This is an optimization exercise on Yosys and OpenROAD, whose aim is small area, not a production implementation. RTL that was checked went through simulation tests only; none was proved equivalent to the original.

==> xenon: inputs <==
// pelcod_packer
module pelcod_packer #(
    parameter RAW_MAX = 8
) (
    input  wire       clk,
    input  wire       rst,              
    input  wire [7:0] addr_i,           
    input  wire       sink_present_i,
    input  wire       cmd_valid,
    output wire       cmd_ready,
    input  wire [4:0] cmd_op,
    input  wire [31:0] cmd_arg,
    input  wire       raw_valid,
    output wire       raw_ready,
    input  wire [7:0] raw_data,
    input  wire       raw_last,
    input  wire       raw_none,
    output wire       snk_valid,
    input  wire       snk_ready,
    output wire [7:0] snk_data,
    output wire       snk_first,
    output wire       snk_last,
    output wire       snk_empty,
    input  wire       snk_done,
    input  wire       snk_fail,
    input  wire [7:0] snk_err,
    output wire       st_valid,
    output wire [2:0] st_code,
    output wire [7:0] st_err
);
    localparam [2:0] ST_OK          = 3'd0;
    localparam [2:0] ST_ILLEGAL_OP  = 3'd1;
    localparam [2:0] ST_ILLEGAL_ARG = 3'd2;
    localparam [2:0] ST_SINK_ABSENT = 3'd3;
    localparam [2:0] ST_SINK_FAIL   = 3'd4;
    localparam [2:0] S_IDLE = 3'd0;     
    localparam [2:0] S_RAW  = 3'd1;     
    localparam [2:0] S_SEND = 3'd2;     
    localparam [2:0] S_WAIT = 3'd3;     
    localparam [2:0] S_STAT = 3'd4;     
    localparam [2:0] K_0 = 3'd0, K_255 = 3'd1, K_35999 = 3'd2, K_65535 = 3'd3,
                     K_9000 = 3'd4, K_27000 = 3'd5;
    reg  [2:0]  state;
    reg  [7:0]  addr_q;
    reg  [63:0] B;
    reg  [4:0]  op_q;
    reg         first, empty;
    reg  [2:0]  ptr;                    
    reg  [1:0]  rs;                     
    reg  [4:0]  s;                      
    reg  [6:0]  X;                      
    reg         odd;
    reg  [1:0]  cy;
    reg         ph, eq;
    reg  [2:0]  kc;                     
    wire cmd_fire = cmd_valid && cmd_ready;
    wire [2:0] ptr_dec = ptr - 3'd1;
    wire raw_fire = raw_valid && raw_ready;
    wire snk_fire = snk_valid && snk_ready;
    wire [7:0]  E   = cmd_arg[30:23];
    wire [22:0] F   = cmd_arg[22:0];
    wire        sg  = cmd_arg[31];
    wire        fnz = |F;
    wire        nan  = (&E) & fnz;
    wire        zero = ~(|E) & ~fnz;
    wire        fge  = F[22:18] >= 5'd13;           
  ...
Settings: LEC_CHECK=0, ABC_AREA=1, CAP_MARGIN=20, CORE_MARGIN=2, CORE_UTILIZATION=50, SLEW_MARGIN=20; clock period 25.0 ns.
standard.sh (not shown) runs the stock make flow with config.mk's settings and CLKGATE_MAP_FILE= SYNTH_SCRIPT=/design/flow/synth_recipe.tcl, a recipe that flattens the netlist after the stock synthesis.
==> flow/flow/run.sh <==
#!/bin/bash
# Layout flow: the standard flow (standard.sh) with three changes.
#  1. Synthesis: the standard synthesis script, but ORFS's scripts are
#     taken from a copy in which the adder extraction (extract_fa and the
#     adder techmap) and the Kogge-Stone carry-lookahead map are left out,
#     and ABC maps with flow/abc_area.script. Registers are untouched:
#     they are mapped by the same dfflibmap before ABC runs.
#  2. Port buffers use sky130_fd_sc_hd__buf_1.
#  3. The clock tree is built from clkbuf_8 without dummy loads.
# Each step's output goes to a log file of its own in this folder.
set -euo pipefail
here=$(pwd)
rm -rf "$here/scripts_mod"
cp -r "$FLOW_HOME/scripts" "$here/scripts_mod"
cp "$here/flow/abc_area.script" "$here/scripts_mod/abc_area.script"
cp "$here/flow/abc_area.script" "$here/scripts_mod/abc_speed.script"
sed -i 's|"-extra-map $::env(FLOW_HOME)/platforms/common/lcu_kogge_stone.v"|""|' "$here/scripts_mod/synth.tcl"
sed -i 's|^\(\s*\)extract_fa |\1#extract_fa |; s|^\(\s*\)techmap -map $::env(ADDER_MAP_FILE)|\1#techmap -map $::env(ADDER_MAP_FILE)|' "$here/scripts_mod/synth.tcl"
grep -q '#extract_fa' "$here/scripts_mod/synth.tcl"
SCRIPTS_DIR="$here/scripts_mod" bash standard.sh synth > "$here/log_synth.txt" 2>&1
export BUFFER_PORTS_ARGS="-buffer_cell sky130_fd_sc_hd__buf_1"
export CTS_ARGS="-sink_clustering_enable -repair_clock_nets -buf_list sky130_fd_sc_hd__clkbuf_8 -dont_use_dummy_load"
bash standard.sh > "$here/log_layout.txt" 2>&1
==> flow/flow/abc_area.script <==
strash
&get -n
&fraig -x
&put
scorr
dc2
strash
&get -n
&deepsyn -T 300
&put
strash
&get -n
&dch -f
&nf -R 1000
&put
topo
==> onyx: changes against xenon <==
--- a/flow/design.v
+++ b/flow/design.v
@@ -1,13 +1,14 @@
 module pelcod_scaler (
-    input  wire [7:0] taps,      
+    input  wire [1:0] t1,        
+    input  wire [1:0] tz,        
+    input  wire [1:0] t32,       
     input  wire [1:0] t64,       
     input  wire       zm,        
-    input  wire       mk4,       
+    input  wire       mk1,       
     input  wire [1:0] mk32,      
     input  wire       mk64,      
-    input  wire       mkzp,      
     input  wire       mkzn,      
     input  wire       neg,       
     input  wire [1:0] kd,        
     input  wire       ck,        
     input  wire [7:0] ckops,     
@@ -17,17 +18,13 @@
     output wire [1:0] cy_n,
     output wire       ph_n,
     output wire [1:0] s,         
     output wire [1:0] u          
 );
-    wire [1:0] zn  = taps[7:6];
-    wire [1:0] zp  = taps[5:4];
-    wire [1:0] t4  = taps[3:2];
-    wire [1:0] t32 = taps[1:0];
-    wire [1:0] nn  = {2{neg}};
-    wire [1:0] o1 = ck ? ckops[7:6] : zm ? (zp & {2{mkzp}})  : ((t4  & {2{mk4}}) ^ nn);
-    wire [1:0] o2 = ck ? ckops[5:4] : zm ? ~(zn & {2{mkzn}}) : ((t32 & mk32) ^ nn);
+    wire [1:0] nn = {2{neg}};
+    wire [1:0] o1 = ck ? ckops[7:6] : ((t1 & {2{mk1}}) ^ nn);
+    wire [1:0] o2 = ck ? ckops[5:4] : zm ? ~(tz & {2{mkzn}}) : ((t32 & mk32) ^ nn);
     wire [1:0] o3 = ck ? ckops[3:2] : zm ? 2'b00             : ((t64 & {2{mk64}}) ^ nn);
     wire [1:0] o4 = ck ? ckops[1:0] : kd;
     wire [3:0] sum = {2'b00, o1} + {2'b00, o2} + {2'b00, o3} + {2'b00, o4} + {2'b00, cy};
     assign cy_n = sum[3:2];
     assign ph_n = sum[1];
@@ -199,26 +196,26 @@
     wire [1:0] rnd = (X == 7'd79) ? (odd ? 2'b01 : 2'b10) : 2'b00;
     wire [17:0] k36  = {2'b00, 16'd36000};
     wire [1:0]  k36d = k36[{d, 1'b0} +: 2];
     wire [1:0]  wdig = odd ? k36[{d, 1'b0} + 5'd1 +: 2] : k36d;
     wire [1:0]  kd   = ~tpos ? rnd :
-                       (s == 5'd0) ? 2'b11 :                
                        emit ? wdig : rnd;
     wire       fix  = eq & fixen;
     wire [7:0] k9f  = 8'h9F;
     wire [1:0] d2f  = fix ? k9f[{t, 1'b0} +: 2] : B[57:56];
     wire [1:0] cy_n, u_mul, ssum;
     wire       ph_n;
     pelcod_scaler u_scaler (
-        .taps  ({B[23:22], B[7:6], B[5:4], B[2:1]}),
-        .t64   (B[1:0]),
+        .t1    (B[7:6]),
+        .tz    (B[23:22]),
+        .t32   (B[4:3]),
+        .t64   (B[3:2]),
         .zm    (zm),
-        .mk4   (~(s[4] | (s[3] & s[2] & (s[1] | s[0])))),    
-        .mk32  ({~(s[4] | (s[3] & s[2] & s[1])),              
-                 ~(s[4] | (&s[3:0]))}),                        
-        .mk64  (~(s[4] | (&s[3:0]))),
-        .mkzp  (~(s[4] | (s[3] & s[2]))),
+        .mk1   (~(s[4] | (s[3] & s[2]))),                     
+        .mk32  ({~(s[4] | (s[3] & s[2] & (s[1] | s[0]))),     
+                 ~(s[4] | (s[3] & s[2] & s[1]))}),             
+        .mk64  (~(s[4] | (s[3] & s[2] & s[1]))),
         .mkzn  (~(s[4] | s[3] | s[2])),
         .neg   (tpos),
         .kd    (kd),
         .ck    (ckph),
         .ckops ({addr_q[{t, 1'b0} +: 2], c12[{t, 1'b0} +: 2], d2f, B[49:48]}),
@@ -258,13 +255,15 @@
         if (ld8)
             B[63:56] <= (state == S_RAW) ? raw_data : snk_err;
         else if (sh_top)
             B[63:56] <= {top_in, B[63:58]};
         if (cmd_fire)
-            B[29:0] <= {1'b1, cmd_arg[22:0], 6'b000000};
+            B[29:2] <= {1'b1, cmd_arg[22:0], 4'b0000};
         else if (sh_low)
-            B[29:0] <= B[31:2];
+            B[29:2] <= B[31:4];
+        if (sh_low)
+            B[1:0] <= B[3:2];
         if (sh_low)
             B[55:30] <= {in55, B[55:32]};
     end
     always @(posedge clk) begin
         if (cmd_fire) begin
@@ -272,13 +271,13 @@
             first   <= 1'b1;
             empty   <= 1'b0;
             ptr     <= is_raw ? 3'd0 : 3'd1;
             rs      <= 2'b10;                   
             s       <= is_raw ? 5'd3 : 5'd0;
-            X       <= a_mul ? E[7:1] + (a_zm ? 7'd13 : 7'd5) : 7'd80;
+            X       <= a_mul ? E[7:1] + (a_zm ? 7'd13 : 7'd6) : 7'd80;
             odd     <= a_mul & E[0];
-            cy      <= {1'b0, a_zm & ~(|cmd_arg[15:0])};
+            cy      <= a_tpos ? 2'b11 : {1'b0, a_zm & ~(|cmd_arg[15:0])};    
             eq      <= 1'b1;
             kc      <= illegal                      ? ST_ILLEGAL_OP :
                        (is_float & nan)             ? ST_ILLEGAL_ARG :
                        (~is_raw & ~sink_present_i)  ? ST_SINK_ABSENT :
                        a_const ? a_kc : {2'b11, ~(a_tpos | (|cmd_arg[7:6] & ~is_float))};
--- a/flow/flow/run.sh
+++ b/flow/flow/run.sh
@@ -17,7 +17,7 @@
 sed -i 's|"-extra-map $::env(FLOW_HOME)/platforms/common/lcu_kogge_stone.v"|""|' "$here/scripts_mod/synth.tcl"
 sed -i 's|^\(\s*\)extract_fa |\1#extract_fa |; s|^\(\s*\)techmap -map $::env(ADDER_MAP_FILE)|\1#techmap -map $::env(ADDER_MAP_FILE)|' "$here/scripts_mod/synth.tcl"
 grep -q '#extract_fa' "$here/scripts_mod/synth.tcl"
 SCRIPTS_DIR="$here/scripts_mod" bash standard.sh synth > "$here/log_synth.txt" 2>&1
 export BUFFER_PORTS_ARGS="-buffer_cell sky130_fd_sc_hd__buf_1"
-export CTS_ARGS="-sink_clustering_enable -repair_clock_nets -buf_list sky130_fd_sc_hd__clkbuf_8 -dont_use_dummy_load"
+export CTS_ARGS="-sink_clustering_enable -repair_clock_nets -buf_list sky130_fd_sc_hd__clkbuf_8 -dont_use_dummy_load -sink_clustering_size 30 -sink_clustering_max_diameter 100"
 bash standard.sh > "$here/log_layout.txt" 2>&1
==> flow/flow/abc_area.script (replaced) <==
strash
&get -n
&fraig -x
&put
scorr
dc2
strash
&get -n
&deepsyn -T 30
&put
strash
&get -n
&dch -f
&nf -R 1000
&put
topo
==> garnet: changes against xenon <==
--- a/flow/design.v
+++ b/flow/design.v
@@ -352,13 +352,19 @@
                 S_STAT: state <= S_IDLE;
                 default: state <= S_IDLE;
             endcase
         end
     end
-    wire sched = (ptr == 3'd1) ? (|s[4:2]) :
-                 (ptr == 3'd2) ? (s[4] | (s[3] & s[2])) :
-                 (ptr == 3'd3) ? s[4] : (s[4] & s[3]);
+    reg sched;
+    always @(*) begin
+        case (ptr)
+            3'd1:    sched = (s >= 5'd5);
+            3'd2:    sched = (s >= 5'd11);
+            3'd3:    sched = (s >= 5'd17);
+            default: sched = (s >= 5'd23);
+        endcase
+    end
     reg [7:0] hbyte;
     always @(*) begin
         case (ptr[1:0])
             2'd1:    hbyte = 8'hFF;
             2'd2:    hbyte = addr_q;
--- a/flow/flow/run.sh
+++ b/flow/flow/run.sh
@@ -17,7 +17,7 @@
 sed -i 's|"-extra-map $::env(FLOW_HOME)/platforms/common/lcu_kogge_stone.v"|""|' "$here/scripts_mod/synth.tcl"
 sed -i 's|^\(\s*\)extract_fa |\1#extract_fa |; s|^\(\s*\)techmap -map $::env(ADDER_MAP_FILE)|\1#techmap -map $::env(ADDER_MAP_FILE)|' "$here/scripts_mod/synth.tcl"
 grep -q '#extract_fa' "$here/scripts_mod/synth.tcl"
 SCRIPTS_DIR="$here/scripts_mod" bash standard.sh synth > "$here/log_synth.txt" 2>&1
 export BUFFER_PORTS_ARGS="-buffer_cell sky130_fd_sc_hd__buf_1"
-export CTS_ARGS="-sink_clustering_enable -repair_clock_nets -buf_list sky130_fd_sc_hd__clkbuf_8 -dont_use_dummy_load"
+export CTS_ARGS="-sink_clustering_enable -repair_clock_nets -buf_list sky130_fd_sc_hd__clkbuf_16 -dont_use_dummy_load"
 bash standard.sh > "$here/log_layout.txt" 2>&1
==> flow/flow/abc_area.script (replaced) <==
strash
&get -n
&fraig -x
&put
scorr
dc2
strash
&get -n
&deepsyn -T 120
&put
strash
&get -n
&dch -f
&nf -R 1000
&put
topo
Settings changed: CORE_UTILIZATION 50 to 65.
==> run summary <==
Worst setup slack, lowest first: garnet, xenon, onyx. In clock-buffer cell count, garnet and xenon do not differ. Against onyx, the fmax of garnet is smaller by about 4%. Final cell count: onyx > xenon > garnet.
Function not checked in onyx: the RTL went through the layout flow alone.

## separate check: timing with driven ports
In the flow no input, the clock included, has a driving cell. The finished layouts below were timed again as built, in two steps.
Step 1, drivers: a clkbuf_16 drives clk and a buf_2 each remaining input, both assumed.
Step 2 moves the port delays by t, midway between the first and last clock arrival at a register: inputs arrive t later, outputs are due t later. That takes back most of the time a late clock gives input paths.
a / b / c = no drivers / after step 1 / after step 2; a / b = the first two.
| run | shift t [ns] | setup WS [ns] | hold slack, ns | clock arrival spread, ns |
|---|---|---|---|---|
| xenon | 0.405 | 16.834 / 16.797 / 16.917 | 0.411 / 0.411 / 0.411 | 0.019 / 0.019 |
| onyx | 0.410 | 16.976 / 16.938 / 17.199 | 0.420 / 0.420 / 0.420 | 0.023 / 0.023 |
| garnet | 0.379 | 16.639 / 16.600 / 16.978 | 0.416 / 0.416 / 0.416 | 0.023 / 0.023 |
After both steps every run listed still meets setup and hold.
